This is an optimization exercise on Yosys and OpenROAD, whose aim is small area, a short achievable clock period and few clock cycles, not a production implementation.
RTL that was checked went through simulation tests only; none was proved equivalent to the original.
Power and IR drop assume default switching activity.

Setup of build 53:
Design nrf_host_link, start of the top module:
module nrf_host_link (
    input  wire        clk,
    input  wire        rst,
    input  wire        in_valid,
    input  wire [7:0]  in_data,
    input  wire        in_last,
    output reg         in_ready,
    output reg         pay_valid,
    output wire [7:0]  pay_data,
    output wire        pay_last,
    input  wire        pay_ready,
    output reg         cmd_done,
    output reg  [6:0]  cfg_channel,
    output reg  [1:0]  cfg_speed,
    output reg  [39:0] cfg_tx,
    output reg  [39:0] cfg_rx,
    output reg  [3:0]  cfg_opt,       
    input  wire        rx_valid,
    input  wire [7:0]  rx_data,
    input  wire        rx_last,
    output reg         rx_ready,
    output reg         out_valid,
    output reg  [7:0]  out_data,
    output reg         out_last,
    input  wire        out_ready
);
    localparam CAPACITY  = 32;
    localparam CMD_IDENT = 8'h21;
    localparam CR        = 8'h0D;
    localparam LF        = 8'h0A;
  ...
For scale: about 830 cells after synthesis, ~190 flip-flops.
export LEC_CHECK = 0
export ABC_CLOCK_PERIOD_IN_PS = 2500
export CAP_MARGIN = 20
export CORE_MARGIN = 2
export CORE_UTILIZATION = 40
export CTS_CLUSTER_DIAMETER = 150
export CTS_CLUSTER_SIZE = 40
export SETUP_SLACK_MARGIN = 5
export SLEW_MARGIN = 20
create_clock -name core_clock -period 8.0 [get_ports {clk}]
standard.sh (not shown) runs the stock make flow with config.mk's settings and CLKGATE_MAP_FILE= SYNTH_SCRIPT=/design/flow/synth_recipe.tcl, a recipe that flattens the netlist after the stock synthesis.
==> flow/flow/run.sh <==
#!/bin/bash
set -euo pipefail
export BUFFER_PORTS_ARGS="-buffer_cell sky130_fd_sc_hd__buf_1"
bash standard.sh > standard.log 2>&1
Build 53 was carried through to the last stage, and its layout satisfied the timing, DRC and antenna checks.
Testbench counts of build 53, summed over its fixed seeds: cycles 31,116.
Changes in build 32 relative to build 53:
==> flow/flow/run.sh <==
#!/bin/bash
set -euo pipefail
export BUFFER_PORTS_ARGS="-buffer_cell sky130_fd_sc_hd__buf_1"
export SETUP_SLACK_MARGIN=5.5
export CTS_ARGS="-sink_clustering_enable -repair_clock_nets -root_buf sky130_fd_sc_hd__clkbuf_16 -buf_list sky130_fd_sc_hd__clkbuf_8 -dont_use_dummy_load"
bash standard.sh > standard.log 2>&1
==> flow/config.mk <==
export PLATFORM = sky130hd
export DESIGN_NAME = nrf_host_link
export DESIGN_NICKNAME = nrf_host_link
export VERILOG_FILES = /design/flow/design.v
export SDC_FILE = /design/flow/constraint.sdc
export NUM_CORES = 4
export LEC_CHECK = 0
export CAP_MARGIN = 20
export CORE_MARGIN = 2
export CORE_UTILIZATION = 40
export SLEW_MARGIN = 20
==> comparison <==
Max switching portion of total power across build 53 and build 32: build 32. Build 53 → build 32: largest fanout on the critical path went down by 63, sequential share of layout area did not really move. Per the comparison of build 32 with build 53, via count of the first global-routing pass closely matched the old numbers, clock share of power decreased by 13 points relative to the old numbers, placed standard-cell area closely matched the old numbers, total area of multi-input combinational cells increased by 49 µm² relative to the old numbers. The run showing the greater final period utilization is build 53.
Input changes introduced in build 52 (baseline for comparison: build 32):
==> flow/flow/run.sh <==
#!/bin/bash
set -euo pipefail
export BUFFER_PORTS_ARGS="-buffer_cell sky130_fd_sc_hd__buf_1"
export SETUP_SLACK_MARGIN=5.4
export CTS_ARGS="-sink_clustering_enable -repair_clock_nets -root_buf sky130_fd_sc_hd__clkbuf_16 -buf_list sky130_fd_sc_hd__clkbuf_8 -dont_use_dummy_load"
bash standard.sh > standard.log 2>&1
Results
The destination of the critical timing path comes out cfg_opt[3] in one run and pay_data[1] in the other, namely in build 52 and build 32 respectively. Build 52 and build 32 all finish clean. Delta (build 52 minus build 32): maximum fanout along the worst path rose by 1, switching power share of the total saw little to no change, largest net degree at the start of global routing decreased 15.
--- input diff build 52..build 2 ---
==> flow/flow/run.sh <==
#!/bin/bash
set -euo pipefail
export BUFFER_PORTS_ARGS="-buffer_cell sky130_fd_sc_hd__buf_1"
export SETUP_SLACK_MARGIN=5.3
export CTS_ARGS="-sink_clustering_enable -repair_clock_nets -root_buf sky130_fd_sc_hd__clkbuf_8 -buf_list sky130_fd_sc_hd__clkbuf_8 -dont_use_dummy_load"
bash standard.sh > standard.log 2>&1
Results
Both conditions hold for build 2: the flow ran to the end and the final layout passed the timing, DRC and antenna checks. On non-filler instance count after layout, build 52 and build 2 are neck and neck. The detailed route wirelength on metal3 in build 2 is 0.897 times that in build 52. As far as number of buffers created by CTS is concerned, build 2 and build 52 perform about the same. Looking only at maximum number of pins on one net before global-route repair, and setting everything else aside, the lower value of build 52 and build 2 goes to build 2. Core utilization for build 2: 0.20 points down relative to build 52. Comparing build 2 with build 52, the wire length of the first global-routing pass came out essentially unchanged. Static leakage: build 2 < build 52. Build 2: post-route total power is 0.86% lower than what build 52 reported. On final standard cell area without fillers: build 2 sits below build 52.
Here is what was changed in the inputs of build 87 compared with build 2.
==> flow/flow/run.sh <==
#!/bin/bash
set -euo pipefail
export BUFFER_PORTS_ARGS="-buffer_cell sky130_fd_sc_hd__buf_1"
export SETUP_SLACK_MARGIN=5.3
export CTS_ARGS="-sink_clustering_enable -repair_clock_nets -dont_use_dummy_load"
bash standard.sh > standard.log 2>&1
Findings:
What build 87 reported for internal power summed over all cells has to be multiplied by 0.882 to get the figure for build 2. Comparing build 87 against build 2, there is no change at all in post-synthesis share of cell area spent on xor and xnor gates. Diff build 2 -> build 87: met2 capacity usage during global routing barely changed, total power went up by 200 µW. Wire length across build 2 and build 87: no real change. Build 2 and build 87 ended up with roughly the same overall track demand over capacity in global routing.

== run A ==
Starting RTL as in the previous note.
==> flow/config.mk <==
export PLATFORM = sky130hd
export DESIGN_NAME = nrf_host_link
export DESIGN_NICKNAME = nrf_host_link
export VERILOG_FILES = /design/flow/design.v
export SDC_FILE = /design/flow/constraint.sdc
export NUM_CORES = 4
export LEC_CHECK = 0
export ABC_CLOCK_PERIOD_IN_PS = 2500
export CAP_MARGIN = 20
export CORE_MARGIN = 2
export CORE_UTILIZATION = 40
export SETUP_SLACK_MARGIN = 5
export SLEW_MARGIN = 20
==> flow/constraint.sdc <==
create_clock -name core_clock -period 8.0 [get_ports {clk}]
set_input_delay 1.6000 -clock core_clock [delete_from_list [all_inputs] [get_ports {clk}]]
set_output_delay 1.6000 -clock core_clock [all_outputs]
set_load 0.01 [all_outputs]
==> flow/flow/run.sh <==
#!/bin/bash
set -euo pipefail
export BUFFER_PORTS_ARGS="-buffer_cell sky130_fd_sc_hd__buf_1"
bash standard.sh > standard.log 2>&1
Testbench counts of run A, summed over its fixed seeds: cycles 31,116.
For run B, these inputs were changed with respect to run A:
# run A
export LEC_CHECK = 0
export ABC_CLOCK_PERIOD_IN_PS = 2500
export CAP_MARGIN = 20
export CORE_MARGIN = 2
export CORE_UTILIZATION = 40
export SETUP_SLACK_MARGIN = 5
export SLEW_MARGIN = 20
create_clock -name core_clock -period 8.0 [get_ports {clk}]
# run B
export LEC_CHECK = 0
export CAP_MARGIN = 20
export CORE_MARGIN = 2
export CORE_UTILIZATION = 60
export SLEW_MARGIN = 20
create_clock -name core_clock -period 8.0 [get_ports {clk}]
diff --git a/flow/flow/run.sh b/flow/flow/run.sh
--- a/flow/flow/run.sh
+++ b/flow/flow/run.sh
@@ -3,0 +4 @@
+export SETUP_SLACK_MARGIN=5.3
Findings:
sky130_fd_sc_hd__nor2b_1 as the slowest cell on the critical path was reported by run A, and sky130_fd_sc_hd__dfxtp_2 by run B. Run B against run A: slack of the critical path went up 0.13 ns, sum of net half-perimeters after detailed placement down about 3%. Side by side, length in cells of the worst reg-to-reg path turned out higher in run B than in run A. Comparing run B with run A, the post-route cell area came out essentially unchanged.
diff inputs: run B => run C
# run B
export LEC_CHECK = 0
export CAP_MARGIN = 20
export CORE_MARGIN = 2
export CORE_UTILIZATION = 60
export SLEW_MARGIN = 20
create_clock -name core_clock -period 8.0 [get_ports {clk}]
# run C
export LEC_CHECK = 0
export CAP_MARGIN = 20
export CORE_MARGIN = 2
export CORE_UTILIZATION = 40
export SLEW_MARGIN = 20
create_clock -name core_clock -period 8.0 [get_ports {clk}]
diff --git a/flow/flow/run.sh b/flow/flow/run.sh
--- a/flow/flow/run.sh
+++ b/flow/flow/run.sh
@@ -4,0 +5 @@
+export CTS_ARGS="-sink_clustering_enable -repair_clock_nets -root_buf sky130_fd_sc_hd__clkbuf_16 -buf_list sky130_fd_sc_hd__clkbuf_8 -dont_use_dummy_load"
Notes after the runs:
- Routed wire length (run C vs. run B) increases by a few percent
- Run C vs run B, beginning of the critical path: rst vs cfg_opt[1]$_SDFFE_PP0P_
- On combined area of the multi-input logic cells, run B and run C are basically level.
- Run C has count of buffers not belonging to the clock network in the layout above what run B had.
- Summary of run C over run B: share of cell area taken by multi-input logic gates higher; utilization went down.
- Standard cell core area ends up lower on run B.
- Worst endpoint required time | run C above run B
The inputs of run D differ from those of run C as listed below.
# run C
export LEC_CHECK = 0
export CAP_MARGIN = 20
export CORE_MARGIN = 2
export CORE_UTILIZATION = 40
export SLEW_MARGIN = 20
create_clock -name core_clock -period 8.0 [get_ports {clk}]
# run D
export LEC_CHECK = 0
export ABC_CLOCK_PERIOD_IN_PS = 2500
export CAP_MARGIN = 20
export CORE_MARGIN = 2
export CORE_UTILIZATION = 40
export SLEW_MARGIN = 20
create_clock -name core_clock -period 8.0 [get_ports {clk}]
==> flow/flow/run.sh <==
#!/bin/bash
set -euo pipefail
export BUFFER_PORTS_ARGS="-buffer_cell sky130_fd_sc_hd__buf_1"
export SETUP_SLACK_MARGIN=5.3
bash standard.sh > standard.log 2>&1
Notes after the runs:
- Sort run C and run D by maximum net fanout on the critical path asc -> top: run D
- Of run C and run D, the higher count of non-filler cells in the finished layout belongs to run D.
- Diff run C -> run D: fraction of area in registers dropped 1.6 points, area fraction of clock buffers and clock inverters climbed 3.2 points, final period demand of the worst path climbed 0.012 ns.
- Summary of run D over run C: total power has increased, worst path setup slack after routing decreased by 0.012 ns relative to the old numbers, routed wire length shows an increase of about 0.4%, routed length on met3 decreased by about 6.4% relative to the old numbers.

Setup of Q:
nrf_host_link again, from the RTL that the note above started with.
export LEC_CHECK = 0
export ABC_AREA = 1
export CAP_MARGIN = 20
export CORE_MARGIN = 2
export CORE_UTILIZATION = 40
export SLEW_MARGIN = 20
create_clock -name core_clock -period 8.0 [get_ports {clk}]
==> flow/flow/run.sh <==
#!/bin/bash
set -euo pipefail
export BUFFER_PORTS_ARGS="-buffer_cell sky130_fd_sc_hd__buf_1"
export SETUP_SLACK_MARGIN=5.3
bash standard.sh > standard.log 2>&1
Q finished every stage and its layout cleared the timing, DRC and antenna checks.
Testbench counts of Q, summed over its fixed seeds: cycles 31,116.
Here is what was changed in the inputs of T compared with Q.
diff --git a/flow/config.mk b/flow/config.mk
--- a/flow/config.mk
+++ b/flow/config.mk
@@ -8 +7,0 @@
-export ABC_AREA = 1
@@ -11,0 +11 @@
+export CTS_BUF_LIST = sky130_fd_sc_hd__clkbuf_8
Notes after the runs:
T: flow completed, timing, DRC and antenna clean
T against Q: worst setup slack after layout lower; largest voltage drop on the vdd net lower; clock transition time at the flip-flop clock pins of the worst setup and hold paths rose by 0.02 ns; mean instance size in the synthesized netlist higher.

== south ==
Another version of the RTL of nrf_host_link (not shown whole).
Size: ~140 I/O pins.
// nrf_host_link
module nrf_host_link (
    input  wire        clk,
    input  wire        rst,
    input  wire        in_valid,
    input  wire [7:0]  in_data,
    input  wire        in_last,
    output reg         in_ready,
    output reg         pay_valid,
    output wire [7:0]  pay_data,
    output wire        pay_last,
    input  wire        pay_ready,
    output reg         cmd_done,
    output reg  [6:0]  cfg_channel,
    output reg  [1:0]  cfg_speed,
    output reg  [39:0] cfg_tx,
    output reg  [39:0] cfg_rx,
    output reg  [3:0]  cfg_opt,       
    input  wire        rx_valid,
    input  wire [7:0]  rx_data,
    input  wire        rx_last,
    output reg         rx_ready,
    output reg         out_valid,
    output reg  [7:0]  out_data,
    output reg         out_last,
    input  wire        out_ready
);
export LEC_CHECK = 0
export CAP_MARGIN = 20
export CORE_MARGIN = 2
export CORE_UTILIZATION = 40
export SLEW_MARGIN = 20
create_clock -name core_clock -period 8.0 [get_ports {clk}]
run.sh (not shown) runs the stock make flow with config.mk's settings and CLKGATE_MAP_FILE= SYNTH_SCRIPT=/design/flow/synth_recipe.tcl, a recipe that flattens the netlist after the stock synthesis.
Stock flow here: none of the scripts above is used.
Testbench counts of south, summed over its fixed seeds: cycles 31,100.
Changes in north relative to south:
-- flow/config.mk --
<<< south, line 6
export NUM_CORES = 4
export LEC_CHECK = 0
export CAP_MARGIN = 20
export CORE_MARGIN = 2
export CORE_UTILIZATION = 40
export SLEW_MARGIN = 20
>>> north, line 6
export NUM_CORES = 4
export LEC_CHECK = 0
export ABC_CLOCK_PERIOD_IN_PS = 2500
export CAP_MARGIN = 20
export CORE_MARGIN = 2
export CORE_UTILIZATION = 40
export SETUP_SLACK_MARGIN = 5
export SLEW_MARGIN = 20
==> comparison <==
- met3 layer usage reported by global route for north: 1.7 points up relative to south
- north gives more worst max-slew margin expressed relative to the limit than south did.
- Taking south as the reference point, the final hold slack of north falls by 0.014 ns.
- Global-route usage (higher): north
- north ended up with a higher overall power consumption than south did.

yarrow:
nrf_host_link, a different RTL version from the one above (not shown whole).
Size in the first run: roughly 8300 sq um of cells after synthesis.
Settings: LEC_CHECK=0, ABC_CLOCK_PERIOD_IN_PS=2500, CAP_MARGIN=20, CORE_MARGIN=2, CORE_UTILIZATION=40, SLEW_MARGIN=20; clock period 8.0 ns.
standard.sh (not shown) runs the stock make flow with config.mk's settings and CLKGATE_MAP_FILE= SYNTH_SCRIPT=/design/flow/synth_recipe.tcl, a recipe that flattens the netlist after the stock synthesis.
==> flow/flow/run.sh <==
#!/bin/bash
set -euo pipefail
export BUFFER_PORTS_ARGS="-buffer_cell sky130_fd_sc_hd__buf_1"
export SETUP_SLACK_MARGIN=5.45
bash standard.sh > standard.log 2>&1
Changes in pepper relative to yarrow:
Settings: putting SETUP_SLACK_MARGIN at 5 where nothing was set; swapping 40 for 65 in CORE_UTILIZATION.
==> flow/flow/run.sh <==
#!/bin/bash
set -euo pipefail
export BUFFER_PORTS_ARGS="-buffer_cell sky130_fd_sc_hd__buf_1"
bash standard.sh > standard.log 2>&1
Findings:
Having completed the whole flow, pepper delivered a layout that passed the timing, DRC and antenna checks.
Core utilization sits higher in pepper than in yarrow.
On multi-input gate share of the layout cell area, the lower figure sits with yarrow, not pepper.
Commonest non-fill, non-tap cell in the layout = nand2_1: yarrow; commonest non-fill, non-tap cell in the layout = buf_1: pepper
pepper vs. yarrow: number of buffers other than clock buffers in the final layout went down by 5.
pepper: signed area change from the synthesized netlist to the final layout 5.9 points below yarrow
No functional check of the RTL was part of any run of this note.

Setup of main:
RTL: one of the versions met above, not the one the previous note started from.
For scale: ~830 cells after synthesis.
export LEC_CHECK = 0
export ABC_CLOCK_PERIOD_IN_PS = 2500
export CAP_MARGIN = 20
export CORE_MARGIN = 2
export CORE_UTILIZATION = 40
export SLEW_MARGIN = 20
create_clock -name core_clock -period 8.0 [get_ports {clk}]
==> flow/flow/run.sh <==
#!/bin/bash
set -euo pipefail
export BUFFER_PORTS_ARGS="-buffer_cell sky130_fd_sc_hd__buf_1"
export SETUP_SLACK_MARGIN=5.6
bash standard.sh > standard.log 2>&1
Testbench counts of main, summed over its fixed seeds: cycles 31,116.
Modified inputs, the feature branch compared to main
-- flow/flow/run.sh --
<<< main, line 4
export SETUP_SLACK_MARGIN=5.6
>>> the feature branch, line 4
export SETUP_SLACK_MARGIN=5.3
-- flow/config.mk --
<<< main, line 8
export ABC_CLOCK_PERIOD_IN_PS = 2500
>>> the feature branch, line 8
==> comparison <==
Compared to main, the feature branch has worst setup slack 0.11 ns lower. The feature branch vs. main: post-layout total power went down by 1.5%. Relative slew slack for the feature branch: 1.5 points up relative to main. As far as clock tree buffer count of the final layout goes, main and the feature branch are indistinguishable; the numbers are identical. Against main as the reference, the feature branch delivers a lower maximum number of pins on one net before global-route repair. Comparing the feature branch against main, there is no change at all in critical path depth. main ended up with edfxtp_1 as its highest-delay cell along the critical path; the feature branch ended up with dfxtp_2. The higher non-clock buffer count of the feature branch and main is in main.

[separate check: timing with driven ports]
No port has a modelled driver above. Below, the same layouts with a new extraction and two added sets of constraints.
Step 1: set_driving_cell puts a clkbuf_16 on clk and a buf_2 on each other input, an assumption about the parent block.
Step 2 times the ports against the registers' clock, not the clock port: input delays grow and output delays shrink by t, the midpoint of the rising clock arrivals with the driver on.
Three values: ideal, step 1, step 2; two values: the first two.
| run | t, ns | slack for setup (ns) | worst setup path at the end |
|---|---|---|---|
| build 53 | 0.476 | 5.246 / 5.232 / 4.792 | input to register |
| build 32 | 0.426 | 5.509 / 5.466 / 5.173 | input to register |
| build 52 | 0.424 | 5.445 / 5.403 / 5.079 | input to register |
| build 2 | 0.495 | 5.363 / 5.323 / 4.883 | input to register |
| build 87 | 0.468 | 5.396 / 5.349 / 4.969 | input to register |
| run A | 0.476 | 5.246 / 5.232 / 4.792 | input to register |
| run B | 0.472 | 5.378 / 5.337 / 4.959 | input to register |
| run C | 0.423 | 5.381 / 5.386 / 4.981 | input to register |
| run D | 0.476 | 5.369 / 5.324 / 4.970 | input to register |
| Q | 0.485 | 5.382 / 5.334 / 4.988 | input to register |
| T | 0.507 | 5.356 / 5.316 / 4.876 | input to register |
| south | 0.469 | 3.652 / 3.664 / 3.195 | input to register |
| north | 0.469 | 4.696 / 4.707 / 4.239 | input to register |
| yarrow | 0.483 | 5.375 / 5.331 / 5.055 | input to register |
| pepper | 0.475 | 5.167 / 5.188 / 4.713 | input to register |
| main | 0.469 | 5.474 / 5.434 / 5.186 | input to register |
| the feature branch | 0.476 | 5.369 / 5.324 / 4.970 | input to register |
After both steps every run listed still meets setup and hold.
